Source: an optimization exercise on an open RTL-to-GDS flow (aim: small area, a short achievable clock period and few clock cycles). Production flows keep margins and buffers that such runs may drop. No functional check of the RTL was part of any run shown here. Power and IR drop assume default switching activity.

==> flow/design.v (outline; a module is shown in full before it is edited, if it fits) <==
// module psyn_sine_lut: 370 lines
// module psyn_pm_tab: 522 lines
// module psyn_u_tab: 136 lines
// module psyn_core: 470 lines
module psyn_core (
    input  wire        clk,
    input  wire        rst,
    input  wire        op_valid,
    input  wire        op_tick,
    input  wire [31:0] op_word,
    output wire        op_ready,
    output wire        resp_valid,
    output wire [2:0]  resp_status,
    output wire [15:0] resp_sample
);
  // ...
==> flow/run.sh <==
#!/bin/bash
# synth_recipe.tcl (not shown) runs the flow's synth.tcl, then flattens the netlist and writes it again
# the make line also repeats each setting of config.mk as NAME=value (left out here)
make -C /OpenROAD-flow-scripts/flow DESIGN_CONFIG=/design/flow/config.mk WORK_HOME=/design/flow/orfs CLKGATE_MAP_FILE= SYNTH_SCRIPT=/design/flow/synth_recipe.tcl finish
==> flow/config.mk <==
export PLATFORM = sky130hd
export DESIGN_NAME = psyn_core
export DESIGN_NICKNAME = psyn_core
export VERILOG_FILES = /design/flow/design.v
export SDC_FILE = /design/flow/constraint.sdc
export NUM_CORES = 4
export LEC_CHECK = 0
export ABC_AREA = 1
export CAP_MARGIN = 20
export CORE_MARGIN = 2
export CORE_UTILIZATION = 65
export CTS_BUF_LIST = sky130_fd_sc_hd__clkbuf_4 sky130_fd_sc_hd__clkbuf_8
export CTS_CLUSTER_DIAMETER = 50
export CTS_CLUSTER_SIZE = 20
export SLEW_MARGIN = 20
==> flow/constraint.sdc <==
create_clock -name core_clock -period 90.0 [get_ports {clk}]
set_input_delay 18.0000 -clock core_clock [delete_from_list [all_inputs] [get_ports {clk}]]
set_output_delay 18.0000 -clock core_clock [all_outputs]
set_load 0.01 [all_outputs]
==> run summary, run 1 <==
GRT Total Usage=0.330; GR Util met2=0.535; # rows=115; CTS tree=done; buffer share of cell area=0.0155; Critical Path Stages=1; part of the power in combinational logic=0.194; Tot Pwr=1.23 mW; top sig layer=met5; total core area=98000 um2; Max Transition Viols Final=0; max frequency=50.7 MHz; Vias/cell=5.74; H-tree Lvls=3; synth warn=4; crit path to=resp_valid; post-synthesis xor/xnor area fraction=0.0459; P_leak=31.0 nW; Most used DFF post-synth=dfxtp_1; Synth Area in Simple Gates=0.163; clk slew on worst S/H paths=0.11 ns; run status=complete, no violations; flop-to-flop setup slack=71.87 ns; post_cts resized=0; clkbuf count=122; Antenna Cells=2; placed cells=8919; RD Place Congestion=0.980
==> module psyn_u_tab, before the edit <==
module psyn_u_tab (
    input  wire [6:0] u,
    output reg  [10:0] t1,
    output reg  [4:0] t2
);
    always @(*) begin
        case (u)
            7'd0: begin t1 = 11'd0; t2 = 5'd0; end
            7'd1: begin t1 = 11'd11; t2 = 5'd13; end
            7'd2: begin t1 = 11'd23; t2 = 5'd1; end
            7'd3: begin t1 = 11'd34; t2 = 5'd14; end
            7'd4: begin t1 = 11'd46; t2 = 5'd2; end
            7'd5: begin t1 = 11'd57; t2 = 5'd15; end
            7'd6: begin t1 = 11'd69; t2 = 5'd3; end
            7'd7: begin t1 = 11'd80; t2 = 5'd16; end
            7'd8: begin t1 = 11'd92; t2 = 5'd4; end
            7'd9: begin t1 = 11'd103; t2 = 5'd17; end
            7'd10: begin t1 = 11'd115; t2 = 5'd5; end
            7'd11: begin t1 = 11'd126; t2 = 5'd18; end
            7'd12: begin t1 = 11'd138; t2 = 5'd6; end
            7'd13: begin t1 = 11'd149; t2 = 5'd19; end
            7'd14: begin t1 = 11'd161; t2 = 5'd7; end
            7'd15: begin t1 = 11'd172; t2 = 5'd20; end
            7'd16: begin t1 = 11'd184; t2 = 5'd8; end
            7'd17: begin t1 = 11'd195; t2 = 5'd21; end
            7'd18: begin t1 = 11'd207; t2 = 5'd9; end
            7'd19: begin t1 = 11'd218; t2 = 5'd22; end
            7'd20: begin t1 = 11'd230; t2 = 5'd10; end
            7'd21: begin t1 = 11'd241; t2 = 5'd23; end
            7'd22: begin t1 = 11'd253; t2 = 5'd11; end
            7'd23: begin t1 = 11'd264; t2 = 5'd24; end
            7'd24: begin t1 = 11'd276; t2 = 5'd12; end
            7'd25: begin t1 = 11'd288; t2 = 5'd0; end
            7'd26: begin t1 = 11'd299; t2 = 5'd13; end
            7'd27: begin t1 = 11'd311; t2 = 5'd1; end
            7'd28: begin t1 = 11'd322; t2 = 5'd14; end
            7'd29: begin t1 = 11'd334; t2 = 5'd2; end
            7'd30: begin t1 = 11'd345; t2 = 5'd15; end
            7'd31: begin t1 = 11'd357; t2 = 5'd3; end
            7'd32: begin t1 = 11'd368; t2 = 5'd16; end
            7'd33: begin t1 = 11'd380; t2 = 5'd4; end
            7'd34: begin t1 = 11'd391; t2 = 5'd17; end
            7'd35: begin t1 = 11'd403; t2 = 5'd5; end
            7'd36: begin t1 = 11'd414; t2 = 5'd18; end
            7'd37: begin t1 = 11'd426; t2 = 5'd6; end
            7'd38: begin t1 = 11'd437; t2 = 5'd19; end
            7'd39: begin t1 = 11'd449; t2 = 5'd7; end
            7'd40: begin t1 = 11'd460; t2 = 5'd20; end
            7'd41: begin t1 = 11'd472; t2 = 5'd8; end
            7'd42: begin t1 = 11'd483; t2 = 5'd21; end
            7'd43: begin t1 = 11'd495; t2 = 5'd9; end
            7'd44: begin t1 = 11'd506; t2 = 5'd22; end
            7'd45: begin t1 = 11'd518; t2 = 5'd10; end
            7'd46: begin t1 = 11'd529; t2 = 5'd23; end
            7'd47: begin t1 = 11'd541; t2 = 5'd11; end
            7'd48: begin t1 = 11'd552; t2 = 5'd24; end
            7'd49: begin t1 = 11'd564; t2 = 5'd12; end
            7'd50: begin t1 = 11'd576; t2 = 5'd0; end
            7'd51: begin t1 = 11'd587; t2 = 5'd13; end
            7'd52: begin t1 = 11'd599; t2 = 5'd1; end
            7'd53: begin t1 = 11'd610; t2 = 5'd14; end
            7'd54: begin t1 = 11'd622; t2 = 5'd2; end
            7'd55: begin t1 = 11'd633; t2 = 5'd15; end
            7'd56: begin t1 = 11'd645; t2 = 5'd3; end
            7'd57: begin t1 = 11'd656; t2 = 5'd16; end
            7'd58: begin t1 = 11'd668; t2 = 5'd4; end
            7'd59: begin t1 = 11'd679; t2 = 5'd17; end
            7'd60: begin t1 = 11'd691; t2 = 5'd5; end
            7'd61: begin t1 = 11'd702; t2 = 5'd18; end
            7'd62: begin t1 = 11'd714; t2 = 5'd6; end
            7'd63: begin t1 = 11'd725; t2 = 5'd19; end
            7'd64: begin t1 = 11'd737; t2 = 5'd7; end
            7'd65: begin t1 = 11'd748; t2 = 5'd20; end
            7'd66: begin t1 = 11'd760; t2 = 5'd8; end
            7'd67: begin t1 = 11'd771; t2 = 5'd21; end
            7'd68: begin t1 = 11'd783; t2 = 5'd9; end
            7'd69: begin t1 = 11'd794; t2 = 5'd22; end
            7'd70: begin t1 = 11'd806; t2 = 5'd10; end
            7'd71: begin t1 = 11'd817; t2 = 5'd23; end
            7'd72: begin t1 = 11'd829; t2 = 5'd11; end
            7'd73: begin t1 = 11'd840; t2 = 5'd24; end
            7'd74: begin t1 = 11'd852; t2 = 5'd12; end
            7'd75: begin t1 = 11'd864; t2 = 5'd0; end
            7'd76: begin t1 = 11'd875; t2 = 5'd13; end
            7'd77: begin t1 = 11'd887; t2 = 5'd1; end
            7'd78: begin t1 = 11'd898; t2 = 5'd14; end
            7'd79: begin t1 = 11'd910; t2 = 5'd2; end
            7'd80: begin t1 = 11'd921; t2 = 5'd15; end
            7'd81: begin t1 = 11'd933; t2 = 5'd3; end
            7'd82: begin t1 = 11'd944; t2 = 5'd16; end
            7'd83: begin t1 = 11'd956; t2 = 5'd4; end
            7'd84: begin t1 = 11'd967; t2 = 5'd17; end
            7'd85: begin t1 = 11'd979; t2 = 5'd5; end
            7'd86: begin t1 = 11'd990; t2 = 5'd18; end
            7'd87: begin t1 = 11'd1002; t2 = 5'd6; end
            7'd88: begin t1 = 11'd1013; t2 = 5'd19; end
            7'd89: begin t1 = 11'd1025; t2 = 5'd7; end
            7'd90: begin t1 = 11'd1036; t2 = 5'd20; end
            7'd91: begin t1 = 11'd1048; t2 = 5'd8; end
            7'd92: begin t1 = 11'd1059; t2 = 5'd21; end
            7'd93: begin t1 = 11'd1071; t2 = 5'd9; end
            7'd94: begin t1 = 11'd1082; t2 = 5'd22; end
            7'd95: begin t1 = 11'd1094; t2 = 5'd10; end
            7'd96: begin t1 = 11'd1105; t2 = 5'd23; end
            7'd97: begin t1 = 11'd1117; t2 = 5'd11; end
            7'd98: begin t1 = 11'd1128; t2 = 5'd24; end
            7'd99: begin t1 = 11'd1140; t2 = 5'd12; end
            7'd100: begin t1 = 11'd1152; t2 = 5'd0; end
            7'd101: begin t1 = 11'd1163; t2 = 5'd13; end
            7'd102: begin t1 = 11'd1175; t2 = 5'd1; end
            7'd103: begin t1 = 11'd1186; t2 = 5'd14; end
            7'd104: begin t1 = 11'd1198; t2 = 5'd2; end
            7'd105: begin t1 = 11'd1209; t2 = 5'd15; end
            7'd106: begin t1 = 11'd1221; t2 = 5'd3; end
            7'd107: begin t1 = 11'd1232; t2 = 5'd16; end
            7'd108: begin t1 = 11'd1244; t2 = 5'd4; end
            7'd109: begin t1 = 11'd1255; t2 = 5'd17; end
            7'd110: begin t1 = 11'd1267; t2 = 5'd5; end
            7'd111: begin t1 = 11'd1278; t2 = 5'd18; end
            7'd112: begin t1 = 11'd1290; t2 = 5'd6; end
            7'd113: begin t1 = 11'd1301; t2 = 5'd19; end
            7'd114: begin t1 = 11'd1313; t2 = 5'd7; end
            7'd115: begin t1 = 11'd1324; t2 = 5'd20; end
            7'd116: begin t1 = 11'd1336; t2 = 5'd8; end
            7'd117: begin t1 = 11'd1347; t2 = 5'd21; end
            7'd118: begin t1 = 11'd1359; t2 = 5'd9; end
            7'd119: begin t1 = 11'd1370; t2 = 5'd22; end
            7'd120: begin t1 = 11'd1382; t2 = 5'd10; end
            7'd121: begin t1 = 11'd1393; t2 = 5'd23; end
            7'd122: begin t1 = 11'd1405; t2 = 5'd11; end
            7'd123: begin t1 = 11'd1416; t2 = 5'd24; end
            7'd124: begin t1 = 11'd1428; t2 = 5'd12; end
            default: begin t1 = 11'd0; t2 = 5'd0; end
        endcase
    end
endmodule
==> module psyn_core, before the edit <==
module psyn_core (
    input  wire        clk,
    input  wire        rst,
    input  wire        op_valid,
    input  wire        op_tick,
    input  wire [31:0] op_word,
    output wire        op_ready,
    output wire        resp_valid,
    output wire [2:0]  resp_status,
    output wire [15:0] resp_sample
);
    localparam [2:0] ST_OK        = 3'd0;
    localparam [2:0] ST_INV_EVENT = 3'd1;
    localparam [2:0] ST_RANGE     = 3'd2;
    localparam [2:0] ST_BUSY      = 3'd3;
    localparam [2:0] ST_INV_CHAN  = 3'd4;
    localparam [3:0] K_END    = 4'd0;
    localparam [3:0] K_TIME   = 4'd1;
    localparam [3:0] K_ENABLE = 4'd2;
    localparam [3:0] K_MUTE   = 4'd3;
    localparam [3:0] K_SETF   = 4'd4;
    localparam [3:0] K_FSTEP  = 4'd5;
    localparam [3:0] K_PMSRC  = 4'd6;
    localparam [3:0] K_SETA   = 4'd7;
    localparam [3:0] K_ASTEP  = 4'd8;
    localparam [3:0] K_AMSRC  = 4'd9;
    localparam [3:0] K_ASCALE = 4'd10;
    localparam [3:0] K_SINT   = 4'd11;
    reg [16*8-1:0] rF;     
    reg [16*8-1:0] rFS;    
    reg [16*8-1:0] rIV;    
    reg [16*8-1:0] rC;     
    reg [8*8-1:0]  rAM;    
    reg [8*8-1:0]  rAS;    
    reg [5*8-1:0]  rSC;    
    reg [8-1:0]    rPE;    
    reg [3*8-1:0]  rPD;    
    reg [8-1:0]    rAE;    
    reg [3*8-1:0]  rAD;    
    reg [16*8-1:0] rLS;    
    reg [16*8-1:0] rT;     
    reg [2:0]  h;          
    reg [7:0]  en_mask;
    reg [7:0]  mu_mask;
    reg [15:0] remaining;
    reg [15:0] lfsr;
    wire [15:0] lfsr_next = {lfsr[14:0], lfsr[15] ^ lfsr[13] ^ lfsr[12] ^ lfsr[10]};
    reg [3:0]  clr_cnt;    
    wire       clearing = (clr_cnt != 4'd0);
    reg        run;        
    reg        mproc;      
    reg signed [18:0] acc;
    reg        dv_busy;
    reg [2:0]  dv_cnt;
    reg        dv_port;    
    reg [2:0]  dv_ch;
    reg [15:0] dv_r;
    reg [15:0] dv_t;
    reg [15:0] dv_i;
    reg [24:0] q0, q1;     
    reg        q_rd, q_wr;
    reg [1:0]  q_cnt;
    reg        q_full;
    reg        q_rdy;      
    assign op_ready = q_rdy;
    wire accept = op_valid && !q_full;
    wire [24:0] cur     = q_rd ? q1 : q0;
    wire        have    = (q_cnt != 2'd0);
    wire        c_tick  = cur[24];
    wire [3:0]  c_kind  = cur[23:20];
    wire [3:0]  c_chan  = cur[19:16];
    wire [15:0] c_val   = cur[15:0];
    wire        running = (remaining != 16'd0);
    wire        src_dis = (c_val == 16'hFFFF);
    reg [2:0] c_status;
    reg       c_voice;     
    always @(*) begin
        c_status = ST_OK;
        c_voice  = 1'b0;
        if (c_kind == K_END || c_kind == K_TIME) begin
            c_status = ST_OK;
        end else if (running) begin
            c_status = ST_BUSY;
        end else if (c_kind >= 4'd12) begin
            c_status = ST_INV_EVENT;
        end else if (c_kind == K_ENABLE || c_kind == K_MUTE) begin
            c_status = ST_OK;
        end else if (c_chan[3]) begin
            c_status = ST_INV_CHAN;
        end else if ((c_kind == K_PMSRC || c_kind == K_AMSRC) && !src_dis && c_val[3]) begin
            c_status = ST_INV_CHAN;
        end else if (c_kind == K_ASCALE && c_val[15:5] != 11'd0) begin
            c_status = ST_RANGE;
        end else begin
            c_voice = 1'b1;
        end
    end
    wire is_global = (c_kind == K_END) || (!running && (c_kind == K_ENABLE || c_kind == K_MUTE));
    wire tick_go   = have && c_tick && running && (h == 3'd0) && !clearing && !dv_busy;
    wire proc      = tick_go || run;            
    wire busy      = proc || mproc || (dv_busy && c_kind == K_END);
    wire dv_block = dv_busy && (c_kind == K_SINT || c_chan[2:0] == dv_ch);
    wire wr_ok   = have && !c_tick && c_voice && !clearing && !dv_block;
    wire wrA     = wr_ok && !proc && (c_chan[2:0] == h);
    wire wrB     = wr_ok && (!proc || h[2]) && (c_chan[2:0] == h + 3'd4) && !wrA;
    wire exec = have && (c_tick ? (!running || tick_go)
                                : (c_voice ? (wrA || wrB)
                                           : (is_global ? !busy : 1'b1)));
    wire selF  = (c_kind == K_SETF);
    wire selFS = (c_kind == K_FSTEP);
    wire selP  = (c_kind == K_PMSRC);
    wire selAM = (c_kind == K_SETA);
    wire selAS = (c_kind == K_ASTEP);
    wire selA  = (c_kind == K_AMSRC);
    wire selSC = (c_kind == K_ASCALE);
    wire selIV = (c_kind == K_SINT);
    wire [2:0] w_off = src_dis ? 3'd0 : (c_val[2:0] - c_chan[2:0]);
    function [15:0] dstep;
        input [15:0] r;
        input        b;
        input [15:0] d;
        reg   [16:0] x;
        begin
            x = {r, b};
            dstep = (x >= {1'b0, d}) ? (x[15:0] - d) : x[15:0];
        end
    endfunction
    wire [15:0] dv_r1 = dstep(dv_r, dv_t[15], dv_i);
    wire [15:0] dv_r2 = dstep(dv_r1, dv_t[14], dv_i);
    wire        dv_wb = dv_busy && (dv_cnt == 3'd7);
    wire        dv_go = selIV && (c_val != 16'd0) && (wrA || wrB);
    function [6:0] mod125_16;
        input [15:0] v;
        reg [9:0] s1;
        reg [7:0] s2;
        begin
            s1 = 9 * v[15:14] + 3 * v[13:7] + v[6:0];
            s2 = 3 * s1[9:7] + s1[6:0];
            mod125_16 = (s2 >= 8'd125) ? s2 - 8'd125 : s2[6:0];
        end
    endfunction
    function [6:0] mod125_14;
        input [13:0] v;
        reg [8:0] s1;
        reg [7:0] s2;
        begin
            s1 = 3 * v[13:7] + v[6:0];
            s2 = 3 * s1[8:7] + s1[6:0];
            mod125_14 = (s2 >= 8'd125) ? s2 - 8'd125 : s2[6:0];
        end
    endfunction
    wire [15:0] f3 = rF[16*3 +: 16];
    wire [15:0] t3 = rT[16*3 +: 16];
    wire [15:0] plo = f3[7:0] * t3[7:0];
    reg [6:0]  p2_fm, p2_tm;
    reg [7:0]  p2_a;     
    wire [13:0] pr   = p2_fm * p2_tm;
    wire [6:0]  b125 = mod125_14(pr);
    wire [6:0]  a125 = (p2_a >= 8'd250) ? p2_a - 8'd250 :
                       (p2_a >= 8'd125) ? p2_a - 8'd125 : p2_a[6:0];
    wire [6:0]  dd   = (b125 >= a125) ? b125 - a125 : b125 + 7'd125 - a125;
    wire [11:0] d21  = dd * 5'd21;
    wire [8:0]  u1   = 3 * d21[11:7] + d21[6:0];
    wire [6:0]  u125 = (u1 >= 9'd125) ? u1 - 9'd125 : u1[6:0];
    wire [10:0] ut1;
    wire [4:0]  ut2;
    psyn_u_tab u_utab (.u(u125), .t1(ut1), .t2(ut2));
    reg [7:0]  p1_a;
    reg [10:0] p1_t1;
    reg [4:0]  p1_t2;
    wire [8:0]  y25 = {4'd0, p1_t2} + {1'b0, p1_a} + {4'd0, p1_a[7:3]};
    wire [14:0] y41 = {y25, 5'd0} + {y25, 3'd0} + {6'd0, y25};
    wire [10:0] ang_base = p1_t1 + {7'd0, y41[13:10]};
    wire [1:0]  ab_k = (ang_base >= 11'd1080) ? 2'd3 : (ang_base >= 11'd720) ? 2'd2 :
                       (ang_base >= 11'd360) ? 2'd1 : 2'd0;
    wire [10:0] ab_b = ang_base - ((ang_base >= 11'd1080) ? 11'd1080 : (ang_base >= 11'd720) ? 11'd720 :
                                   (ang_base >= 11'd360) ? 11'd360 : 11'd0);
    wire [2:0]  PD1 = rPD[3*1 +: 3];
    wire [15:0] pre_ls = rLS[16*(PD1 + 3'd1) +: 16];
    reg [1:0]  h_k;
    reg [8:0]  h_b;
    reg        h_pm7;
    reg [15:0] h_pm;
    wire [15:0] F0  = rF[15:0];
    wire [15:0] FS0 = rFS[15:0];
    wire [15:0] IV0 = rIV[15:0];
    wire [15:0] C0  = rC[15:0];
    wire [7:0]  AM0 = rAM[7:0];
    wire [7:0]  AS0 = rAS[7:0];
    wire [4:0]  SC0 = rSC[4:0];
    wire [15:0] LS0 = rLS[15:0];
    wire [15:0] T0  = rT[15:0];
    wire [2:0]  PD0 = rPD[2:0];
    wire [2:0]  AD0 = rAD[2:0];
    wire [15:0] am_s = rLS[16*AD0 +: 16];
    wire signed [17:0] amp = $signed({10'd0, AM0}) +
                             (rAE[0] ? $signed({{2{am_s[15]}}, am_s}) : 18'sd0);
    wire amp_nz = (amp != 18'sd0);
    wire [15:0] pmv = h_pm7 ? rLS[16*7 +: 16] : h_pm;
    wire [7:0]  ptab;
    psyn_pm_tab u_pmtab (.v(pmv[15:7]), .r(ptab));
    wire [9:0]  xs  = {1'b0, h_b} + {1'b0, ptab[5:0], 3'b000} + {3'd0, pmv[6:0]};
    wire [1:0]  xq  = (xs >= 10'd720) ? 2'd2 : (xs >= 10'd360) ? 2'd1 : 2'd0;
    wire [8:0]  xb  = xs[8:0] - ((xs >= 10'd720) ? 9'd208 : (xs >= 10'd360) ? 9'd360 : 9'd0);
    wire [1:0]  xk  = h_k + ptab[7:6] + xq;
    wire        sin_neg = xk[1];
    wire [8:0]  ang_q   = xk[0] ? (9'd359 - xb) : xb;
    wire [7:0]  lut_val;
    psyn_sine_lut u_lut (.idx(ang_q), .val(lut_val));
    wire is_dc    = (F0 == 16'd0);
    wire is_noise = (F0 == 16'hFFFF);
    wire [8:0] nz  = lfsr[8:0];
    wire [8:0] nzm = nz[8] ? (9'd0 - nz) : nz;    
    wire [8:0] mag = is_dc ? 9'd1 : is_noise ? nzm : {1'b0, lut_val};
    wire       sgn = is_dc ? 1'b0 : is_noise ? nz[8] : sin_neg;
    wire [10:0] bm = {2'b00, mag};
    reg  [24:0] brow0, brow1, brow2, brow3, brow4, bcor;
    reg  [24:0] bpp;
    reg  [2:0]  bg;
    reg         bs1, bs2, bng;
    integer     bi;
    always @(*) begin
        bcor = 25'd0;
        brow0 = 25'd0; brow1 = 25'd0; brow2 = 25'd0; brow3 = 25'd0; brow4 = 25'd0;
        for (bi = 0; bi < 5; bi = bi + 1) begin
            bg  = (bi == 0) ? {bm[1:0], 1'b0} : bm[2*bi+1 -: 3];
            bs1 = bg[1] ^ bg[0];
            bs2 = (bg == 3'b011) || (bg == 3'b100);
            bng = (bg[2] ^ sgn) && (bg != 3'b000) && (bg != 3'b111);
            bpp = (bs1 ? {{7{amp[17]}}, amp} : bs2 ? {{6{amp[17]}}, amp, 1'b0} : 25'd0) ^ {25{bng}};
            case (bi)
                0: brow0 = bpp;
                1: brow1 = bpp << 2;
                2: brow2 = bpp << 4;
                3: brow3 = bpp << 6;
                default: brow4 = bpp << 8;
            endcase
            bcor[2*bi] = bng;
        end
    end
    function [49:0] csa;
        input [24:0] x, y, z;
        begin
            csa[24:0]  = x ^ y ^ z;
            csa[49:25] = {((x & y) | (x & z) | (y & z)), 1'b0};
        end
    endfunction
    wire [49:0] bl1a = csa(brow0, brow1, brow2);
    wire [49:0] bl1b = csa(brow3, brow4, bcor);
    wire [49:0] bl2  = csa(bl1a[24:0], bl1a[49:25], bl1b[24:0]);
    wire [49:0] bl3  = csa(bl2[24:0], bl2[49:25], bl1b[49:25]);
    wire signed [24:0] prod = bl3[24:0] + bl3[49:25];
    wire [40:0] pext = {{16{prod[24]}}, prod};
    wire [15:0] shw  = pext >> SC0;
    reg  [9:0]  psame;     
    integer     pj;
    always @(*) begin
        psame[9] = 1'b1;
        for (pj = 8; pj >= 0; pj = pj - 1)
            psame[pj] = psame[pj+1] && (prod[15+pj] == prod[24]);
    end
    wire        povf = (SC0 <= 5'd9) && !psame[SC0];
    wire [15:0] smp  = povf ? {prod[24], {15{!prod[24]}}} : shw;
    wire ramp = (IV0 != 16'd0) && (C0 == 16'd0);
    wire signed [17:0] f_sum = $signed({2'b00, F0}) + $signed({{2{FS0[15]}}, FS0});
    wire [15:0] f_ramped = (f_sum < 0) ? 16'd0 :
                           (f_sum > 18'sd16000) ? 16'd16000 : f_sum[15:0];
    wire signed [9:0] a_sum = $signed({2'b00, AM0}) + $signed({{2{AS0[7]}}, AS0});
    wire [15:0] c_inc = C0 + 16'd1;
    wire step = proc && en_mask[h];
    reg [15:0] nF, nLS, nT, nC;
    reg [7:0]  nAM, nAS;
    always @(*) begin
        nF  = F0;
        nAM = AM0;
        nAS = AS0;
        nLS = LS0;
        nT  = T0;
        nC  = C0;
        if (step) begin
            nLS = smp;
            nT  = T0 + 16'd1;
            nC  = (T0 == 16'hFFFF || c_inc == IV0) ? 16'd0 : c_inc;
            if (ramp) begin
                if (FS0 != 16'd0)
                    nF = f_ramped;
                if (AS0 != 8'd0) begin
                    if (a_sum < 0) begin
                        nAM = 8'd0;
                        nAS = 8'd0;
                    end else if (a_sum > 10'sd255) begin
                        nAM = 8'd255;
                        nAS = 8'd0;
                    end else begin
                        nAM = a_sum[7:0];
                    end
                end
            end
        end
    end
    wire [2:0]  mch = h - 3'd1;                        
    wire [15:0] LS7 = rLS[16*7 +: 16];
    wire signed [18:0] contrib = mu_mask[mch] ? 19'sd0 : $signed({{3{LS7[15]}}, LS7});
    wire signed [18:0] acc_in  = (h == 3'd1) ? 19'sd0 : acc;
    wire signed [18:0] acc_sum = acc_in + contrib;
    wire        mfinal  = mproc && (h == 3'd0);
    wire [15:0] mix_sat = (acc_sum > 19'sd32767)  ? 16'h7FFF :
                          (acc_sum < -19'sd32768) ? 16'h8000 : acc_sum[15:0];
    reg [7:0]  dl_v;
    reg [23:0] dl_st;
    reg        rv_q;
    reg [2:0]  rst_q;
    reg [15:0] rs_q;
    reg        rst_d;      
    assign resp_valid  = rv_q;
    assign resp_status = rst_q;
    assign resp_sample = rs_q;
    wire wbA = dv_wb && !dv_port;
    wire wbB = dv_wb && dv_port;
    always @(posedge clk) begin
        rF[16*7-1:0]  <= rF[16*8-1:16];
        rFS[16*7-1:0] <= rFS[16*8-1:16];
        rIV[16*7-1:0] <= rIV[16*8-1:16];
        rC[16*7-1:0]  <= rC[16*8-1:16];
        rAM[8*7-1:0]  <= rAM[8*8-1:8];
        rAS[8*7-1:0]  <= rAS[8*8-1:8];
        rSC[5*7-1:0]  <= rSC[5*8-1:5];
        rPE[6:0]      <= rPE[7:1];
        rPD[3*7-1:0]  <= rPD[3*8-1:3];
        rAE[6:0]      <= rAE[7:1];
        rAD[3*7-1:0]  <= rAD[3*8-1:3];
        rLS[16*7-1:0] <= rLS[16*8-1:16];
        rT[16*7-1:0]  <= rT[16*8-1:16];
        if (wrB) begin
            if (selF)  rF[16*3 +: 16] <= c_val;
            if (selF)  rT[16*3 +: 16] <= 16'd0;
            if (selF || selIV) rC[16*3 +: 16] <= 16'd0;
            if (selFS) rFS[16*3 +: 16] <= c_val;
            if (selIV) rIV[16*3 +: 16] <= c_val;
            if (selAM) rAM[8*3 +: 8] <= c_val[7:0];
            if (selAS) rAS[8*3 +: 8] <= c_val[7:0];
            if (selSC) rSC[5*3 +: 5] <= c_val[4:0];
            if (selP)  begin rPE[3] <= !src_dis; rPD[3*3 +: 3] <= w_off; end
            if (selA)  begin rAE[3] <= !src_dis; rAD[3*3 +: 3] <= w_off; end
        end
        if (wbB)
            rC[16*3 +: 16] <= dv_r2;
        if (clearing || rst_d) begin
            rF[16*7 +: 16]  <= 16'd0;
            rFS[16*7 +: 16] <= 16'd0;
            rIV[16*7 +: 16] <= 16'd0;
            rC[16*7 +: 16]  <= 16'd0;
            rAM[8*7 +: 8]   <= 8'd0;
            rAS[8*7 +: 8]   <= 8'd0;
            rSC[5*7 +: 5]   <= 5'd0;
            rPE[7]          <= 1'b0;
            rPD[3*7 +: 3]   <= 3'd0;
            rAE[7]          <= 1'b0;
            rAD[3*7 +: 3]   <= 3'd0;
            rLS[16*7 +: 16] <= 16'd0;
            rT[16*7 +: 16]  <= 16'd0;
        end else begin
            rF[16*7 +: 16]  <= (wrA && selF)  ? c_val : nF;
            rT[16*7 +: 16]  <= (wrA && selF)  ? 16'd0 : nT;
            rC[16*7 +: 16]  <= wbA ? dv_r2 : (wrA && (selF || selIV)) ? 16'd0 : nC;
            rFS[16*7 +: 16] <= (wrA && selFS) ? c_val : FS0;
            rIV[16*7 +: 16] <= (wrA && selIV) ? c_val : IV0;
            rAM[8*7 +: 8]   <= (wrA && selAM) ? c_val[7:0] : nAM;
            rAS[8*7 +: 8]   <= (wrA && selAS) ? c_val[7:0] : nAS;
            rSC[5*7 +: 5]   <= (wrA && selSC) ? c_val[4:0] : SC0;
            rPE[7]          <= (wrA && selP)  ? !src_dis : rPE[0];
            rPD[3*7 +: 3]   <= (wrA && selP)  ? w_off : PD0;
            rAE[7]          <= (wrA && selA)  ? !src_dis : rAE[0];
            rAD[3*7 +: 3]   <= (wrA && selA)  ? w_off : AD0;
            rLS[16*7 +: 16] <= nLS;
        end
        p2_fm <= mod125_16(f3);
        p2_tm <= mod125_16(t3);
        p2_a  <= plo[7:0];
        p1_a  <= p2_a;
        p1_t1 <= ut1;
        p1_t2 <= ut2;
        h_k   <= ab_k;
        h_b   <= ab_b[8:0];
        h_pm7 <= rPE[1] && (PD1 == 3'd7);
        h_pm  <= (rPE[1] && PD1 != 3'd7) ? pre_ls : 16'd0;
        if (dv_go) begin
            dv_t <= wrA ? T0 : rT[16*4 +: 16];
            dv_i <= c_val;
            dv_r <= 16'd0;
            dv_port <= wrB;
            dv_ch <= c_chan[2:0];
        end else begin
            dv_t <= {dv_t[13:0], 2'b00};
            dv_r <= dv_r2;
        end
        if (mproc)
            acc <= acc_sum;
        if (!q_full) begin
            if (q_wr) q1 <= {op_tick, op_word[31:24], op_word[15:0]};
            else      q0 <= {op_tick, op_word[31:24], op_word[15:0]};
        end
        if (rst) begin
            q_rd   <= 1'b0;
            q_wr   <= 1'b0;
            q_cnt  <= 2'd0;
            q_full <= 1'b0;
            q_rdy  <= 1'b1;
            dl_v   <= 8'd0;
            rv_q   <= 1'b0;
        end else begin
            if (accept)
                q_wr <= !q_wr;
            if (exec)
                q_rd <= !q_rd;
            q_cnt  <= q_cnt + {1'b0, accept} - {1'b0, exec};
            q_full <= (q_cnt == 2'd2 && !exec) || (q_cnt == 2'd1 && accept && !exec);
            q_rdy  <= !((q_cnt == 2'd2 && !exec) || (q_cnt == 2'd1 && accept && !exec));
            dl_v   <= {dl_v[6:0], exec};
            rv_q   <= dl_v[7];
        end
        rs_q <= mfinal ? mix_sat : 16'd0;
        rst_d <= rst;
        if (rst_d) begin
            h         <= 3'd0;
            en_mask   <= 8'd0;
            mu_mask   <= 8'd0;
            remaining <= 16'd0;
            lfsr      <= 16'hACE1;
            clr_cnt   <= 4'd8;
            run       <= 1'b0;
            mproc     <= 1'b0;
            dv_busy   <= 1'b0;
        end else begin
            h <= h + 3'd1;
            if (clearing)
                clr_cnt <= clr_cnt - 4'd1;
            if (exec && !c_tick) begin
                if (c_kind == K_END) begin
                    en_mask   <= 8'd0;
                    mu_mask   <= 8'd0;
                    remaining <= 16'd0;
                    clr_cnt   <= 4'd8;
                end else if (c_kind == K_TIME) begin
                    remaining <= c_val;
                end else if (!running && c_kind == K_ENABLE) begin
                    en_mask <= c_val[7:0];
                end else if (!running && c_kind == K_MUTE) begin
                    mu_mask <= c_val[7:0];
                end
            end
            if (tick_go)
                remaining <= remaining - 16'd1;
            if (dv_go) begin
                dv_busy <= 1'b1;
                dv_cnt  <= 3'd0;
            end else if (dv_busy) begin
                dv_cnt <= dv_cnt + 3'd1;
                if (dv_wb)
                    dv_busy <= 1'b0;
            end
            run   <= tick_go || (run && h != 3'd7);
            mproc <= proc;
            if (step && is_noise && amp_nz)
                lfsr <= lfsr_next;
        end
        dl_st <= {dl_st[20:0], c_tick ? ST_OK : c_status};
        rst_q <= dl_st[23:21];
    end
endmodule
==> run 2, diff against run 1 <==
--- a/flow/design.v
+++ b/flow/design.v
@@ -893,135 +893,135 @@
 module psyn_u_tab (
     input  wire [6:0] u,
-    output reg  [10:0] t1,
+    output reg  [8:0] t1,
     output reg  [4:0] t2
 );
     always @(*) begin
         case (u)
-            7'd0: begin t1 = 11'd0; t2 = 5'd0; end
-            7'd1: begin t1 = 11'd11; t2 = 5'd13; end
-            7'd2: begin t1 = 11'd23; t2 = 5'd1; end
-            7'd3: begin t1 = 11'd34; t2 = 5'd14; end
-            7'd4: begin t1 = 11'd46; t2 = 5'd2; end
-            7'd5: begin t1 = 11'd57; t2 = 5'd15; end
-            7'd6: begin t1 = 11'd69; t2 = 5'd3; end
-            7'd7: begin t1 = 11'd80; t2 = 5'd16; end
-            7'd8: begin t1 = 11'd92; t2 = 5'd4; end
-            7'd9: begin t1 = 11'd103; t2 = 5'd17; end
-            7'd10: begin t1 = 11'd115; t2 = 5'd5; end
-            7'd11: begin t1 = 11'd126; t2 = 5'd18; end
-            7'd12: begin t1 = 11'd138; t2 = 5'd6; end
-            7'd13: begin t1 = 11'd149; t2 = 5'd19; end
-            7'd14: begin t1 = 11'd161; t2 = 5'd7; end
-            7'd15: begin t1 = 11'd172; t2 = 5'd20; end
-            7'd16: begin t1 = 11'd184; t2 = 5'd8; end
-            7'd17: begin t1 = 11'd195; t2 = 5'd21; end
-            7'd18: begin t1 = 11'd207; t2 = 5'd9; end
-            7'd19: begin t1 = 11'd218; t2 = 5'd22; end
-            7'd20: begin t1 = 11'd230; t2 = 5'd10; end
-            7'd21: begin t1 = 11'd241; t2 = 5'd23; end
-            7'd22: begin t1 = 11'd253; t2 = 5'd11; end
-            7'd23: begin t1 = 11'd264; t2 = 5'd24; end
-            7'd24: begin t1 = 11'd276; t2 = 5'd12; end
-            7'd25: begin t1 = 11'd288; t2 = 5'd0; end
-            7'd26: begin t1 = 11'd299; t2 = 5'd13; end
-            7'd27: begin t1 = 11'd311; t2 = 5'd1; end
-            7'd28: begin t1 = 11'd322; t2 = 5'd14; end
-            7'd29: begin t1 = 11'd334; t2 = 5'd2; end
-            7'd30: begin t1 = 11'd345; t2 = 5'd15; end
-            7'd31: begin t1 = 11'd357; t2 = 5'd3; end
-            7'd32: begin t1 = 11'd368; t2 = 5'd16; end
-            7'd33: begin t1 = 11'd380; t2 = 5'd4; end
-            7'd34: begin t1 = 11'd391; t2 = 5'd17; end
-            7'd35: begin t1 = 11'd403; t2 = 5'd5; end
-            7'd36: begin t1 = 11'd414; t2 = 5'd18; end
-            7'd37: begin t1 = 11'd426; t2 = 5'd6; end
-            7'd38: begin t1 = 11'd437; t2 = 5'd19; end
-            7'd39: begin t1 = 11'd449; t2 = 5'd7; end
-            7'd40: begin t1 = 11'd460; t2 = 5'd20; end
-            7'd41: begin t1 = 11'd472; t2 = 5'd8; end
-            7'd42: begin t1 = 11'd483; t2 = 5'd21; end
-            7'd43: begin t1 = 11'd495; t2 = 5'd9; end
-            7'd44: begin t1 = 11'd506; t2 = 5'd22; end
-            7'd45: begin t1 = 11'd518; t2 = 5'd10; end
-            7'd46: begin t1 = 11'd529; t2 = 5'd23; end
-            7'd47: begin t1 = 11'd541; t2 = 5'd11; end
-            7'd48: begin t1 = 11'd552; t2 = 5'd24; end
-            7'd49: begin t1 = 11'd564; t2 = 5'd12; end
-            7'd50: begin t1 = 11'd576; t2 = 5'd0; end
-            7'd51: begin t1 = 11'd587; t2 = 5'd13; end
-            7'd52: begin t1 = 11'd599; t2 = 5'd1; end
-            7'd53: begin t1 = 11'd610; t2 = 5'd14; end
-            7'd54: begin t1 = 11'd622; t2 = 5'd2; end
-            7'd55: begin t1 = 11'd633; t2 = 5'd15; end
-            7'd56: begin t1 = 11'd645; t2 = 5'd3; end
-            7'd57: begin t1 = 11'd656; t2 = 5'd16; end
-            7'd58: begin t1 = 11'd668; t2 = 5'd4; end
-            7'd59: begin t1 = 11'd679; t2 = 5'd17; end
-            7'd60: begin t1 = 11'd691; t2 = 5'd5; end
-            7'd61: begin t1 = 11'd702; t2 = 5'd18; end
-            7'd62: begin t1 = 11'd714; t2 = 5'd6; end
-            7'd63: begin t1 = 11'd725; t2 = 5'd19; end
-            7'd64: begin t1 = 11'd737; t2 = 5'd7; end
-            7'd65: begin t1 = 11'd748; t2 = 5'd20; end
-            7'd66: begin t1 = 11'd760; t2 = 5'd8; end
-            7'd67: begin t1 = 11'd771; t2 = 5'd21; end
-            7'd68: begin t1 = 11'd783; t2 = 5'd9; end
-            7'd69: begin t1 = 11'd794; t2 = 5'd22; end
-            7'd70: begin t1 = 11'd806; t2 = 5'd10; end
-            7'd71: begin t1 = 11'd817; t2 = 5'd23; end
-            7'd72: begin t1 = 11'd829; t2 = 5'd11; end
-            7'd73: begin t1 = 11'd840; t2 = 5'd24; end
-            7'd74: begin t1 = 11'd852; t2 = 5'd12; end
-            7'd75: begin t1 = 11'd864; t2 = 5'd0; end
-            7'd76: begin t1 = 11'd875; t2 = 5'd13; end
-            7'd77: begin t1 = 11'd887; t2 = 5'd1; end
-            7'd78: begin t1 = 11'd898; t2 = 5'd14; end
-            7'd79: begin t1 = 11'd910; t2 = 5'd2; end
-            7'd80: begin t1 = 11'd921; t2 = 5'd15; end
-            7'd81: begin t1 = 11'd933; t2 = 5'd3; end
-            7'd82: begin t1 = 11'd944; t2 = 5'd16; end
-            7'd83: begin t1 = 11'd956; t2 = 5'd4; end
-            7'd84: begin t1 = 11'd967; t2 = 5'd17; end
-            7'd85: begin t1 = 11'd979; t2 = 5'd5; end
-            7'd86: begin t1 = 11'd990; t2 = 5'd18; end
-            7'd87: begin t1 = 11'd1002; t2 = 5'd6; end
-            7'd88: begin t1 = 11'd1013; t2 = 5'd19; end
-            7'd89: begin t1 = 11'd1025; t2 = 5'd7; end
-            7'd90: begin t1 = 11'd1036; t2 = 5'd20; end
-            7'd91: begin t1 = 11'd1048; t2 = 5'd8; end
-            7'd92: begin t1 = 11'd1059; t2 = 5'd21; end
-            7'd93: begin t1 = 11'd1071; t2 = 5'd9; end
-            7'd94: begin t1 = 11'd1082; t2 = 5'd22; end
-            7'd95: begin t1 = 11'd1094; t2 = 5'd10; end
-            7'd96: begin t1 = 11'd1105; t2 = 5'd23; end
-            7'd97: begin t1 = 11'd1117; t2 = 5'd11; end
-            7'd98: begin t1 = 11'd1128; t2 = 5'd24; end
-            7'd99: begin t1 = 11'd1140; t2 = 5'd12; end
-            7'd100: begin t1 = 11'd1152; t2 = 5'd0; end
-            7'd101: begin t1 = 11'd1163; t2 = 5'd13; end
-            7'd102: begin t1 = 11'd1175; t2 = 5'd1; end
-            7'd103: begin t1 = 11'd1186; t2 = 5'd14; end
-            7'd104: begin t1 = 11'd1198; t2 = 5'd2; end
-            7'd105: begin t1 = 11'd1209; t2 = 5'd15; end
-            7'd106: begin t1 = 11'd1221; t2 = 5'd3; end
-            7'd107: begin t1 = 11'd1232; t2 = 5'd16; end
-            7'd108: begin t1 = 11'd1244; t2 = 5'd4; end
-            7'd109: begin t1 = 11'd1255; t2 = 5'd17; end
-            7'd110: begin t1 = 11'd1267; t2 = 5'd5; end
-            7'd111: begin t1 = 11'd1278; t2 = 5'd18; end
-            7'd112: begin t1 = 11'd1290; t2 = 5'd6; end
-            7'd113: begin t1 = 11'd1301; t2 = 5'd19; end
-            7'd114: begin t1 = 11'd1313; t2 = 5'd7; end
-            7'd115: begin t1 = 11'd1324; t2 = 5'd20; end
-            7'd116: begin t1 = 11'd1336; t2 = 5'd8; end
-            7'd117: begin t1 = 11'd1347; t2 = 5'd21; end
-            7'd118: begin t1 = 11'd1359; t2 = 5'd9; end
-            7'd119: begin t1 = 11'd1370; t2 = 5'd22; end
-            7'd120: begin t1 = 11'd1382; t2 = 5'd10; end
-            7'd121: begin t1 = 11'd1393; t2 = 5'd23; end
-            7'd122: begin t1 = 11'd1405; t2 = 5'd11; end
-            7'd123: begin t1 = 11'd1416; t2 = 5'd24; end
-            7'd124: begin t1 = 11'd1428; t2 = 5'd12; end
-            default: begin t1 = 11'd0; t2 = 5'd0; end
+            7'd0: begin t1 = 9'd0; t2 = 5'd0; end
+            7'd1: begin t1 = 9'd2; t2 = 5'd22; end
+            7'd2: begin t1 = 9'd5; t2 = 5'd19; end
+            7'd3: begin t1 = 9'd8; t2 = 5'd16; end
+            7'd4: begin t1 = 9'd11; t2 = 5'd13; end
+            7'd5: begin t1 = 9'd14; t2 = 5'd10; end
+            7'd6: begin t1 = 9'd17; t2 = 5'd7; end
+            7'd7: begin t1 = 9'd20; t2 = 5'd4; end
+            7'd8: begin t1 = 9'd23; t2 = 5'd1; end
+            7'd9: begin t1 = 9'd25; t2 = 5'd23; end
+            7'd10: begin t1 = 9'd28; t2 = 5'd20; end
+            7'd11: begin t1 = 9'd31; t2 = 5'd17; end
+            7'd12: begin t1 = 9'd34; t2 = 5'd14; end
+            7'd13: begin t1 = 9'd37; t2 = 5'd11; end
+            7'd14: begin t1 = 9'd40; t2 = 5'd8; end
+            7'd15: begin t1 = 9'd43; t2 = 5'd5; end
+            7'd16: begin t1 = 9'd46; t2 = 5'd2; end
+            7'd17: begin t1 = 9'd48; t2 = 5'd24; end
+            7'd18: begin t1 = 9'd51; t2 = 5'd21; end
+            7'd19: begin t1 = 9'd54; t2 = 5'd18; end
+            7'd20: begin t1 = 9'd57; t2 = 5'd15; end
+            7'd21: begin t1 = 9'd60; t2 = 5'd12; end
+            7'd22: begin t1 = 9'd63; t2 = 5'd9; end
+            7'd23: begin t1 = 9'd66; t2 = 5'd6; end
+            7'd24: begin t1 = 9'd69; t2 = 5'd3; end
+            7'd25: begin t1 = 9'd72; t2 = 5'd0; end
+            7'd26: begin t1 = 9'd74; t2 = 5'd22; end
+            7'd27: begin t1 = 9'd77; t2 = 5'd19; end
+            7'd28: begin t1 = 9'd80; t2 = 5'd16; end
+            7'd29: begin t1 = 9'd83; t2 = 5'd13; end
+            7'd30: begin t1 = 9'd86; t2 = 5'd10; end
+            7'd31: begin t1 = 9'd89; t2 = 5'd7; end
+            7'd32: begin t1 = 9'd92; t2 = 5'd4; end
+            7'd33: begin t1 = 9'd95; t2 = 5'd1; end
+            7'd34: begin t1 = 9'd97; t2 = 5'd23; end
+            7'd35: begin t1 = 9'd100; t2 = 5'd20; end
+            7'd36: begin t1 = 9'd103; t2 = 5'd17; end
+            7'd37: begin t1 = 9'd106; t2 = 5'd14; end
+            7'd38: begin t1 = 9'd109; t2 = 5'd11; end
+            7'd39: begin t1 = 9'd112; t2 = 5'd8; end
+            7'd40: begin t1 = 9'd115; t2 = 5'd5; end
+            7'd41: begin t1 = 9'd118; t2 = 5'd2; end
+            7'd42: begin t1 = 9'd120; t2 = 5'd24; end
+            7'd43: begin t1 = 9'd123; t2 = 5'd21; end
+            7'd44: begin t1 = 9'd126; t2 = 5'd18; end
+            7'd45: begin t1 = 9'd129; t2 = 5'd15; end
+            7'd46: begin t1 = 9'd132; t2 = 5'd12; end
+            7'd47: begin t1 = 9'd135; t2 = 5'd9; end
+            7'd48: begin t1 = 9'd138; t2 = 5'd6; end
+            7'd49: begin t1 = 9'd141; t2 = 5'd3; end
+            7'd50: begin t1 = 9'd144; t2 = 5'd0; end
+            7'd51: begin t1 = 9'd146; t2 = 5'd22; end
+            7'd52: begin t1 = 9'd149; t2 = 5'd19; end
+            7'd53: begin t1 = 9'd152; t2 = 5'd16; end
+            7'd54: begin t1 = 9'd155; t2 = 5'd13; end
+            7'd55: begin t1 = 9'd158; t2 = 5'd10; end
+            7'd56: begin t1 = 9'd161; t2 = 5'd7; end
+            7'd57: begin t1 = 9'd164; t2 = 5'd4; end
+            7'd58: begin t1 = 9'd167; t2 = 5'd1; end
+            7'd59: begin t1 = 9'd169; t2 = 5'd23; end
+            7'd60: begin t1 = 9'd172; t2 = 5'd20; end
+            7'd61: begin t1 = 9'd175; t2 = 5'd17; end
+            7'd62: begin t1 = 9'd178; t2 = 5'd14; end
+            7'd63: begin t1 = 9'd181; t2 = 5'd11; end
+            7'd64: begin t1 = 9'd184; t2 = 5'd8; end
+            7'd65: begin t1 = 9'd187; t2 = 5'd5; end
+            7'd66: begin t1 = 9'd190; t2 = 5'd2; end
+            7'd67: begin t1 = 9'd192; t2 = 5'd24; end
+            7'd68: begin t1 = 9'd195; t2 = 5'd21; end
+            7'd69: begin t1 = 9'd198; t2 = 5'd18; end
+            7'd70: begin t1 = 9'd201; t2 = 5'd15; end
+            7'd71: begin t1 = 9'd204; t2 = 5'd12; end
+            7'd72: begin t1 = 9'd207; t2 = 5'd9; end
+            7'd73: begin t1 = 9'd210; t2 = 5'd6; end
+            7'd74: begin t1 = 9'd213; t2 = 5'd3; end
+            7'd75: begin t1 = 9'd216; t2 = 5'd0; end
+            7'd76: begin t1 = 9'd218; t2 = 5'd22; end
+            7'd77: begin t1 = 9'd221; t2 = 5'd19; end
+            7'd78: begin t1 = 9'd224; t2 = 5'd16; end
+            7'd79: begin t1 = 9'd227; t2 = 5'd13; end
+            7'd80: begin t1 = 9'd230; t2 = 5'd10; end
+            7'd81: begin t1 = 9'd233; t2 = 5'd7; end
+            7'd82: begin t1 = 9'd236; t2 = 5'd4; end
+            7'd83: begin t1 = 9'd239; t2 = 5'd1; end
+            7'd84: begin t1 = 9'd241; t2 = 5'd23; end
+            7'd85: begin t1 = 9'd244; t2 = 5'd20; end
+            7'd86: begin t1 = 9'd247; t2 = 5'd17; end
+            7'd87: begin t1 = 9'd250; t2 = 5'd14; end
+            7'd88: begin t1 = 9'd253; t2 = 5'd11; end
+            7'd89: begin t1 = 9'd256; t2 = 5'd8; end
+            7'd90: begin t1 = 9'd259; t2 = 5'd5; end
+            7'd91: begin t1 = 9'd262; t2 = 5'd2; end
+            7'd92: begin t1 = 9'd264; t2 = 5'd24; end
+            7'd93: begin t1 = 9'd267; t2 = 5'd21; end
+            7'd94: begin t1 = 9'd270; t2 = 5'd18; end
+            7'd95: begin t1 = 9'd273; t2 = 5'd15; end
+            7'd96: begin t1 = 9'd276; t2 = 5'd12; end
+            7'd97: begin t1 = 9'd279; t2 = 5'd9; end
+            7'd98: begin t1 = 9'd282; t2 = 5'd6; end
+            7'd99: begin t1 = 9'd285; t2 = 5'd3; end
+            7'd100: begin t1 = 9'd288; t2 = 5'd0; end
+            7'd101: begin t1 = 9'd290; t2 = 5'd22; end
+            7'd102: begin t1 = 9'd293; t2 = 5'd19; end
+            7'd103: begin t1 = 9'd296; t2 = 5'd16; end
+            7'd104: begin t1 = 9'd299; t2 = 5'd13; end
+            7'd105: begin t1 = 9'd302; t2 = 5'd10; end
+            7'd106: begin t1 = 9'd305; t2 = 5'd7; end
+            7'd107: begin t1 = 9'd308; t2 = 5'd4; end
+            7'd108: begin t1 = 9'd311; t2 = 5'd1; end
+            7'd109: begin t1 = 9'd313; t2 = 5'd23; end
+            7'd110: begin t1 = 9'd316; t2 = 5'd20; end
+            7'd111: begin t1 = 9'd319; t2 = 5'd17; end
+            7'd112: begin t1 = 9'd322; t2 = 5'd14; end
+            7'd113: begin t1 = 9'd325; t2 = 5'd11; end
+            7'd114: begin t1 = 9'd328; t2 = 5'd8; end
+            7'd115: begin t1 = 9'd331; t2 = 5'd5; end
+            7'd116: begin t1 = 9'd334; t2 = 5'd2; end
+            7'd117: begin t1 = 9'd336; t2 = 5'd24; end
+            7'd118: begin t1 = 9'd339; t2 = 5'd21; end
+            7'd119: begin t1 = 9'd342; t2 = 5'd18; end
+            7'd120: begin t1 = 9'd345; t2 = 5'd15; end
+            7'd121: begin t1 = 9'd348; t2 = 5'd12; end
+            7'd122: begin t1 = 9'd351; t2 = 5'd9; end
+            7'd123: begin t1 = 9'd354; t2 = 5'd6; end
+            7'd124: begin t1 = 9'd357; t2 = 5'd3; end
+            default: begin t1 = 9'd0; t2 = 5'd0; end
         endcase
     end
@@ -1185,23 +1185,19 @@
     wire [13:0] pr   = p2_fm * p2_tm;
     wire [6:0]  b125 = mod125_14(pr);
-    wire [6:0]  a125 = (p2_a >= 8'd250) ? p2_a - 8'd250 :
-                       (p2_a >= 8'd125) ? p2_a - 8'd125 : p2_a[6:0];
-    wire [6:0]  dd   = (b125 >= a125) ? b125 - a125 : b125 + 7'd125 - a125;
-    wire [11:0] d21  = dd * 5'd21;
-    wire [8:0]  u1   = 3 * d21[11:7] + d21[6:0];
-    wire [6:0]  u125 = (u1 >= 9'd125) ? u1 - 9'd125 : u1[6:0];
-    wire [10:0] ut1;
+    wire [5:0]  a64  = p2_a[5:0];
+    wire [6:0]  dd   = (b125 >= {1'b0, a64}) ? b125 - {1'b0, a64} : b125 + 7'd125 - {1'b0, a64};
+    reg [7:0]  p1_a;     
+    reg [6:0]  p1_d;
+    wire [13:0] d84  = p1_d * 7'd84;
+    wire [8:0]  u1   = 3 * d84[13:7] + d84[6:0];
+    wire [7:0]  u2   = 3 * u1[8:7] + u1[6:0];
+    wire [6:0]  u125 = (u2 >= 8'd125) ? u2 - 8'd125 : u2[6:0];
+    wire [8:0]  ut1;
     wire [4:0]  ut2;
     psyn_u_tab u_utab (.u(u125), .t1(ut1), .t2(ut2));
-    reg [7:0]  p1_a;
-    reg [10:0] p1_t1;
-    reg [4:0]  p1_t2;
-    wire [8:0]  y25 = {4'd0, p1_t2} + {1'b0, p1_a} + {4'd0, p1_a[7:3]};
-    wire [14:0] y41 = {y25, 5'd0} + {y25, 3'd0} + {6'd0, y25};
-    wire [10:0] ang_base = p1_t1 + {7'd0, y41[13:10]};
-    wire [1:0]  ab_k = (ang_base >= 11'd1080) ? 2'd3 : (ang_base >= 11'd720) ? 2'd2 :
-                       (ang_base >= 11'd360) ? 2'd1 : 2'd0;
-    wire [10:0] ab_b = ang_base - ((ang_base >= 11'd1080) ? 11'd1080 : (ang_base >= 11'd720) ? 11'd720 :
-                                   (ang_base >= 11'd360) ? 11'd360 : 11'd0);
+    wire [6:0]  yb   = {2'd0, ut2} + {1'b0, p1_a[5:0]} + {4'd0, p1_a[5:3]};
+    wire [1:0]  yq   = (yb >= 7'd75) ? 2'd3 : (yb >= 7'd50) ? 2'd2 : (yb >= 7'd25) ? 2'd1 : 2'd0;
+    wire [8:0]  ab_b = ut1 + {7'd0, yq};
+    wire [1:0]  ab_k = p1_a[7:6] - u125[1:0];
     wire [2:0]  PD1 = rPD[3*1 +: 3];
     wire [15:0] pre_ls = rLS[16*(PD1 + 3'd1) +: 16];
@@ -1245,4 +1241,5 @@
     reg  [24:0] brow0, brow1, brow2, brow3, brow4, bcor;
     reg  [24:0] bpp;
+    reg  [18:0] bpp19;
     reg  [2:0]  bg;
     reg         bs1, bs2, bng;
@@ -1256,5 +1253,6 @@
             bs2 = (bg == 3'b011) || (bg == 3'b100);
             bng = (bg[2] ^ sgn) && (bg != 3'b000) && (bg != 3'b111);
-            bpp = (bs1 ? {{7{amp[17]}}, amp} : bs2 ? {{6{amp[17]}}, amp, 1'b0} : 25'd0) ^ {25{bng}};
+            bpp19 = (bs1 ? {amp[17], amp} : bs2 ? {amp, 1'b0} : 19'd0) ^ {19{bng}};
+            bpp = {6'd0, !bpp19[18], bpp19[17:0]};
             case (bi)
                 0: brow0 = bpp;
@@ -1266,4 +1264,5 @@
             bcor[2*bi] = bng;
         end
+        bcor = bcor | 25'hAC0000;    
     end
     function [49:0] csa;
@@ -1407,8 +1406,7 @@
         p2_a  <= plo[7:0];
         p1_a  <= p2_a;
-        p1_t1 <= ut1;
-        p1_t2 <= ut2;
+        p1_d  <= dd;
         h_k   <= ab_k;
-        h_b   <= ab_b[8:0];
+        h_b   <= ab_b;
         h_pm7 <= rPE[1] && (PD1 == 3'd7);
         h_pm  <= (rPE[1] && PD1 != 3'd7) ? pre_ls : 16'd0;
--- a/flow/config.mk
+++ b/flow/config.mk
@@ -10,5 +10,4 @@
 export CORE_MARGIN = 2
 export CORE_UTILIZATION = 65
-export CTS_BUF_LIST = sky130_fd_sc_hd__clkbuf_4 sky130_fd_sc_hd__clkbuf_8
 export CTS_CLUSTER_DIAMETER = 50
 export CTS_CLUSTER_SIZE = 20
==> run summary, run 2 <==
run status=complete, no violations; maximum fanout along the worst path=1; Post-Layout Cell Count=8834; Vias/cell=5.75 (+0.22%); cell breakdown of the critical path=clkdlybuf4s50_1; Syn Area/Cell=8.31 um2; largest net degree at the start of global routing=83; Die X=315 um; DR vias=50800; hold bufs inserted after CTS=0; Cells after Synth=7554; Post-Layout Inst Area=67600 um2; most numerous cell in the Yosys netlist=dfxtp_1; P_sw=397 uW; DRC=0; Util after Layout=0.710; placed cells=8664 (-2.9%); post-CTS setup buffer count=0; die area=99100 um2; layout cells sized above 1=0.0534; Hold WS=0.288 ns; post-synthesis compound-gate area fraction=0.154; Adder-Cell Fraction of Synth Area=0.127; Initial Util=0.659; nets@finish=8082; CP top delay family=buffers and inverters; dpl hpwl=115000 um; io pins=57; startpoint types=flip-flop; WP buf/inv=1; Req. time, crit path=72.00 ns; # rows=113 (-1.7%); clock sink count=1306; dpl ws=70.30 ns; Port Buf Inserts=48; critical path class=reg2out; max cap viols=0; Syn Nets=8138; fin crit share=0.217; Synth Area in Simple Gates=0.161 (-0.00122); Clk Tree Root Cell=clkbuf_16; post_cts resized=0 (unchanged); FFs w/ async S/R, synth=0; Placed Area=64300 um2; initial drt markers=4998; Seq pwr share=0.468; worst reg-to-reg path cell count=83; multiplexer area fraction after synthesis=0.00201; #FFs+latches synth=1306; Tot Pwr=1.31 mW (+6.0%); Antenna Cells=0 (-2); commonest non-fill, non-tap cell in the layout=dfxtp_1; post-synthesis xor/xnor area fraction=0.0444 (-0.00158); setup TNS=0 ns; Power Dens Cells=19.3 nW/um2; internal power=910 uW; largest family of logic cells by synthesized area=simple AND/OR/NAND/NOR gates; GR Overflow Total=0; Area growth, synth to finish=7.75%; clock buffer count from CTS=97; critical path's slowest cell=clkdlybuf4s50_1; fin crit period=19.57 ns; Max transition margin=0.266; Wirelength per Cell=18.2 um; Clock Power Share=0.345; final worst-path setup slack=70.43 ns; Hold WC Path Type=reg2reg; Worst-Skew Late Latency=0.70 ns; WHS Path Cells=0; Post-Syn Area=62800 um2; clk slew on worst S/H paths=0.07 ns (-0.04 ns); Synth cell types=77; total core area=95300 um2 (-2.7%); Clock Path Buffers=3; Slew @ Worst Pin=1.09 ns; Post-synth EDFFs=92; RD Place Congestion=0.942 (-3.8%); CTS tree=done; Post-synth top cells=dfxtp_1, nand2_1, inv_1, o21ai_0, a21oi_1; Routed Antenna Nets=0; vias in the first global route=48100; VDD IR-drop max=23.2 uV; sequential share of the synthesized area=0.431; Critical Path Stages=1 (unchanged); GRT Total Usage=0.319 (-0.0107); DRT Wirelength=161000 um; H-tree Lvls=3 (unchanged); P_leak=30.3 nW (-2.5%); max frequency=51.1 MHz (+0.76%); first-pass GRT wire length=253000 um; Slowest Stage Delay on Critical Path=0.55 ns; Worst Path Arrival=1.57 ns; Most used DFF post-synth=dfxtp_1; RSZ-0062 raised after global routing=no; synth warn=4 (unchanged); Die Ht=315 um; Final Hold Fails=0; Max Transition Viols Final=0 (unchanged); Setup Viol. Count Final=0; CP endpoint kind=output port; part of the power in combinational logic=0.187 (-0.007); commonest non-fill, non-tap cells in the layout=dfxtp_1, nand2_1, inv_1; Final Skew=0.0516 ns; synth top area cells=dfxtp_1, ha_1, nand2_1; top cell type's share of synthesized area=0.387; antenna violations before repair=0; area leader, netlist=dfxtp_1; router iterations before antenna repair=6; Net Sw Frac=0.304
## run 2: cell count changes after synthesis, moves of 20 or more
| cell | change |
|---|---|
| o21ai_0 | +81 |
| xnor2_1 | -22 |
| inv_1 | -84 |
| nand3_1 | -22 |
| nand2_1 | -108 |
| ha_1 | -20 |
## run 2: final timing paths
kind	from	end	slack, ns
worst min-delay path	rT[110]	rT[94]	0.29
worst max-delay path	rst_q[0]	resp_status[0]	70.43
worst min register to register	rT[110]	rT[94]	0.29
worst max register to register	h_pm7	rLS[118]	72.21
## run 2: logic make-up (layout without fill, tap and decap cells)
logic type / after synthesis / after routing
buffers and inverters: 1303 / 1318
AO/OA/AOI/OAI: 1726 / 1726
AND/OR/NAND/NOR: 2341 / 2341
XOR/XNOR: 318 / 318
flip-flops: 1306 / 1306
adder cells (fa/ha/maj): 548 / 548
multiplexers: 12 / 12
## run 2: power groups by stage
| stage | registers (mW) | logic [mW] | clock network, mW |
|---|---|---|---|
| detailed placement | 0.625 | 0.238 | 0 |
| finish | 0.612 | 0.245 | 0.450 |
| CTS | 0.612 | 0.240 | 0.456 |
| floorplan | 0.623 | 0.164 | 0 |
| global route | 0.613 | 0.270 | 0.479 |
| global placement | 0.625 | 0.233 | 0 |
## run 2: area by class of cell
type                    count  area (um2)
well taps                1265        1580
inverters                1030        3870
fillers                  7545       27700
flip-flops and latches   1306       27100
clock buffers             117        2630
clock inverters            53         707
repair buffers            118        1010
multi-input cells        4945       30800
## run 2: routing by layer
layer | vias to the layer above | routed length, um | GRT usage
li1 | 24800 | - | -
met1 | 23700 | 70400 | 0.433
met2 | 1913 | 73400 | 0.520
met3 | 368 | 10500 | 0.0407
met4 | 0 | 6250 | 0.127
met5 | - | 0 | 0
==> run 3, diff against run 2 <==
--- a/flow/config.mk
+++ b/flow/config.mk
@@ -10,5 +10,6 @@
 export CORE_MARGIN = 2
 export CORE_UTILIZATION = 65
-export CTS_CLUSTER_DIAMETER = 50
-export CTS_CLUSTER_SIZE = 20
+export CTS_BUF_LIST = sky130_fd_sc_hd__clkbuf_8
+export CTS_CLUSTER_DIAMETER = 45
+export CTS_CLUSTER_SIZE = 16
 export SLEW_MARGIN = 20
==> run summary, run 3 <==
layout cells sized above 1=0.0571 (+0.00375); die area=99100 um2 (unchanged); critical path's slowest cell=clkdlybuf4s50_1; Area growth, synth to finish=6.46%; first-pass GRT wire length=251000 um (-0.88%); Die Ht=315 um (unchanged); RR Endpoint=rLS[118]; CP top delay family=buffers and inverters; vias in the first global route=47700 (-0.80%); hold bufs inserted after CTS=0 (unchanged); Routed Antenna Nets=0 (unchanged); GR Overflow Total=0 (unchanged); Slowest Stage Delay on Critical Path=0.55 ns (about the same); Post-synth EDFFs=92 (unchanged); max cap viols=0 (unchanged); Req. time, crit path=72.00 ns (about the same); reg2reg start=h_pm7; Vias/cell=5.71 (-0.65%); commonest non-fill, non-tap cells in the layout=dfxtp_1, nand2_1, inv_1; clock sink count=1306 (unchanged); Final Hold Fails=0 (unchanged); Final Skew=0.0706 ns (+0.0190 ns); # rows=113 (unchanged); Syn Nets=8138 (unchanged); RD Place Congestion=0.942 (unchanged); Cells after Synth=7554 (unchanged); synth top area cells=dfxtp_1, ha_1, nand2_1; DR vias=50600 (-0.32%); nets@finish=8103 (+0.26%); Hold WC Path Type=reg2reg; Slew @ Worst Pin=1.11 ns (+0.0181 ns); Util after Layout=0.701 (-0.00851); antenna violations before repair=2 (+2); clk slew on worst S/H paths=0.09 ns (+0.02 ns); FFs w/ async S/R, synth=0 (unchanged); startpoint types=flip-flop; fin crit period=19.67 ns (+0.102 ns); H-tree Lvls=3 (unchanged); GR Util met2=0.512 (-0.00769); critical path class=reg2out; most numerous cell in the Yosys netlist=dfxtp_1; worst reg-to-reg path cell count=83 (unchanged); Placed Area=64300 um2 (unchanged); commonest non-fill, non-tap cell in the layout=dfxtp_1; setup TNS=0 ns (unchanged); largest net degree at the start of global routing=83 (unchanged); #FFs+latches synth=1306 (unchanged); total core area=95300 um2 (unchanged); sequential share of the synthesized area=0.431 (unchanged); WP buf/inv=1 (unchanged); max frequency=50.8 MHz (-0.52%); M1 GR Usage=0.433 (about the same); post-CTS setup buffer count=0 (unchanged); final worst-path setup slack=70.33 ns (-0.102 ns); CTS tree=done; clock buffer count from CTS=117 (+21%); Max transition margin=0.254 (-0.0122); RSZ-0062 raised after global routing=no; Post-Layout Cell Count=8863 (+0.33%); hold path startpoint=rSC[8]; cell breakdown of the critical path=clkdlybuf4s50_1; router iterations before antenna repair=8 (+2); global routing met3 resource utilization=0.0403 (-0.000395); dpl hpwl=115000 um (unchanged); Die X=315 um (unchanged); post_cts resized=0 (unchanged); Port Buf Inserts=48 (unchanged); initial drt markers=4895 (-2.1%); fillcell total=7751 (+2.7%); crit path to=resp_status[0]; Post-Layout Inst Area=66800 um2 (-1.2%); Most used DFF post-synth=dfxtp_1; Syn Area/Cell=8.31 um2 (unchanged); flop-to-flop setup slack=72.30 ns (+0.09 ns); Critical Path Stages=1 (unchanged); Power Dens Cells=18.3 nW/um2 (-5.5%); gr busiest metal=met2; Clk Tree Root Cell=clkbuf_8; synth warn=4 (unchanged); dpl ws=70.30 ns (unchanged); Synth cell types=77 (unchanged); io pins=57 (unchanged); DRC=0 (unchanged); Initial Util=0.659 (unchanged); Clock Path Buffers=3 (unchanged); Setup Viol. Count Final=0 (unchanged); Wirelength per Cell=17.9 um (-1.3%); Worst-Skew Late Latency=0.82 ns (+0.12 ns); top cell type's share of synthesized area=0.387 (unchanged); Max Transition Viols Final=0 (unchanged); Post-Syn Area=62800 um2 (unchanged); GRT Total Usage=0.316 (-0.00314); run status=complete, no violations; critical path launch point=rst_q[0]; VDD IR-drop max=27.7 uV (+19%); CP endpoint kind=output port; Post-synth top cells=dfxtp_1, nand2_1, inv_1, o21ai_0, a21oi_1; DRT Wirelength=159000 um (-0.95%); Worst Path Arrival=1.67 ns (+0.10 ns); P_leak=29.9 nW (-1.1%); area leader, netlist=dfxtp_1; placed cells=8664 (unchanged); fin crit share=0.219 (+0.00113); maximum fanout along the worst path=1 (unchanged)
[run 3: cell counts after synthesis]
No cell type changed its count.
[run 3: area by class of cell]
| cell class | count | area, um2 | share of cell area |
|---|---|---|---|
| clock buffer | 122 | 1680 | 0.0251 |
| multi-input combinational | 4945 | 30800 | 0.461 |
| tap | 1265 | 1580 | 0.0237 |
| inverter | 1030 | 3870 | 0.0579 |
| antenna | 1 | 2.50 | 0.0000374 |
| sequential | 1306 | 27100 | 0.405 |
| clock inverter | 75 | 827 | 0.0124 |
| timing repair buffer | 119 | 1020 | 0.0153 |
[run 3: where the power goes]
| group | leakage, nW | switching, mW | internal, mW |
|---|---|---|---|
| registers | 10.7 | 0.00740 | 0.604 |
| clock network | 1.29 | 0.208 | 0.155 |
| logic | 18.0 | 0.168 | 0.0768 |
| total | 29.9 | 0.384 | 0.836 |
[run 3: cells by family (layout without fill, tap and decap cells)]
kind of cell	after synthesis	in the layout	share of synthesized area
AO/OA/AOI/OAI	1726	1726	0.154
XOR/XNOR	318	318	0.0444
adder cells (fa/ha/maj)	548	548	0.127
buffers and inverters	1303	1346	0.0798
flip-flops	1306	1306	0.431
multiplexers	12	12	0.00201
other	0	1	0
AND/OR/NAND/NOR	2341	2341	0.161
[run 3: routing by layer]
metal  share of wire  vias up
met2            0.46     1884
met3           0.073      357
li1                -    24800
met1            0.44    23600
met5               0        -
met4           0.036        0
[run 3: metrics by stage]
stage / hold WS [ns] / total power, mW
floorplan: 0.310 / 0.787
global placement: 0.309 / 0.858
detailed placement: 0.312 / 0.863
CTS: 0.281 / 1.22
global route: 0.295 / 1.28
finish: 0.286 / 1.22
[run 3: worst min-delay path by stage]
| stage | slack [ns] | depth (start not counted) | endpoint |
|---|---|---|---|
| after floorplan | 0.31 | 0 | dl_st[10] |
| after global routing | 0.30 | 0 | rSC[28] |
| after global placement | 0.31 | 0 | rT[90] |
| final | 0.29 | 0 | rSC[3] |
| after CTS | 0.28 | 0 | rAM[13] |
| after detailed placement | 0.31 | 0 | rAD[19] |

==> afterwards: timing with drivers on the ports <==
No port has a modelled driver above. Below, the same layouts with a new extraction and two added sets of constraints.
Step 1: set_driving_cell puts a clkbuf_16 on clk and a buf_2 on each other input, an assumption about the parent block.
Step 2 moves the port delays by t, midway between the first and last clock arrival at a register: inputs arrive t later, outputs are due t later. That takes back most of the time a late clock gives input paths.
Slacks: no drivers / after step 1 / after step 2; pairs: no drivers / after step 1.
run | t (ns) | slack for setup (ns) | worst setup path after step 2 | worst data-port slew with drivers (ns) | pins driven straight from the clock port
run 1 | 0.883 | 70.284 / 70.212 / 70.291 | input to register | 0.06 | 1
run 2 | 0.749 | 70.433 / 70.361 / 70.300 | input to register | 0.05 | 1
run 3 | 0.853 | 70.332 / 70.266 / 70.310 | input to register | 0.05 | 1
After both steps every run listed still meets setup and hold. The setup slack of run 2, which loses most, moves by -0.072 ns with the drivers and by -0.133 ns with both steps.
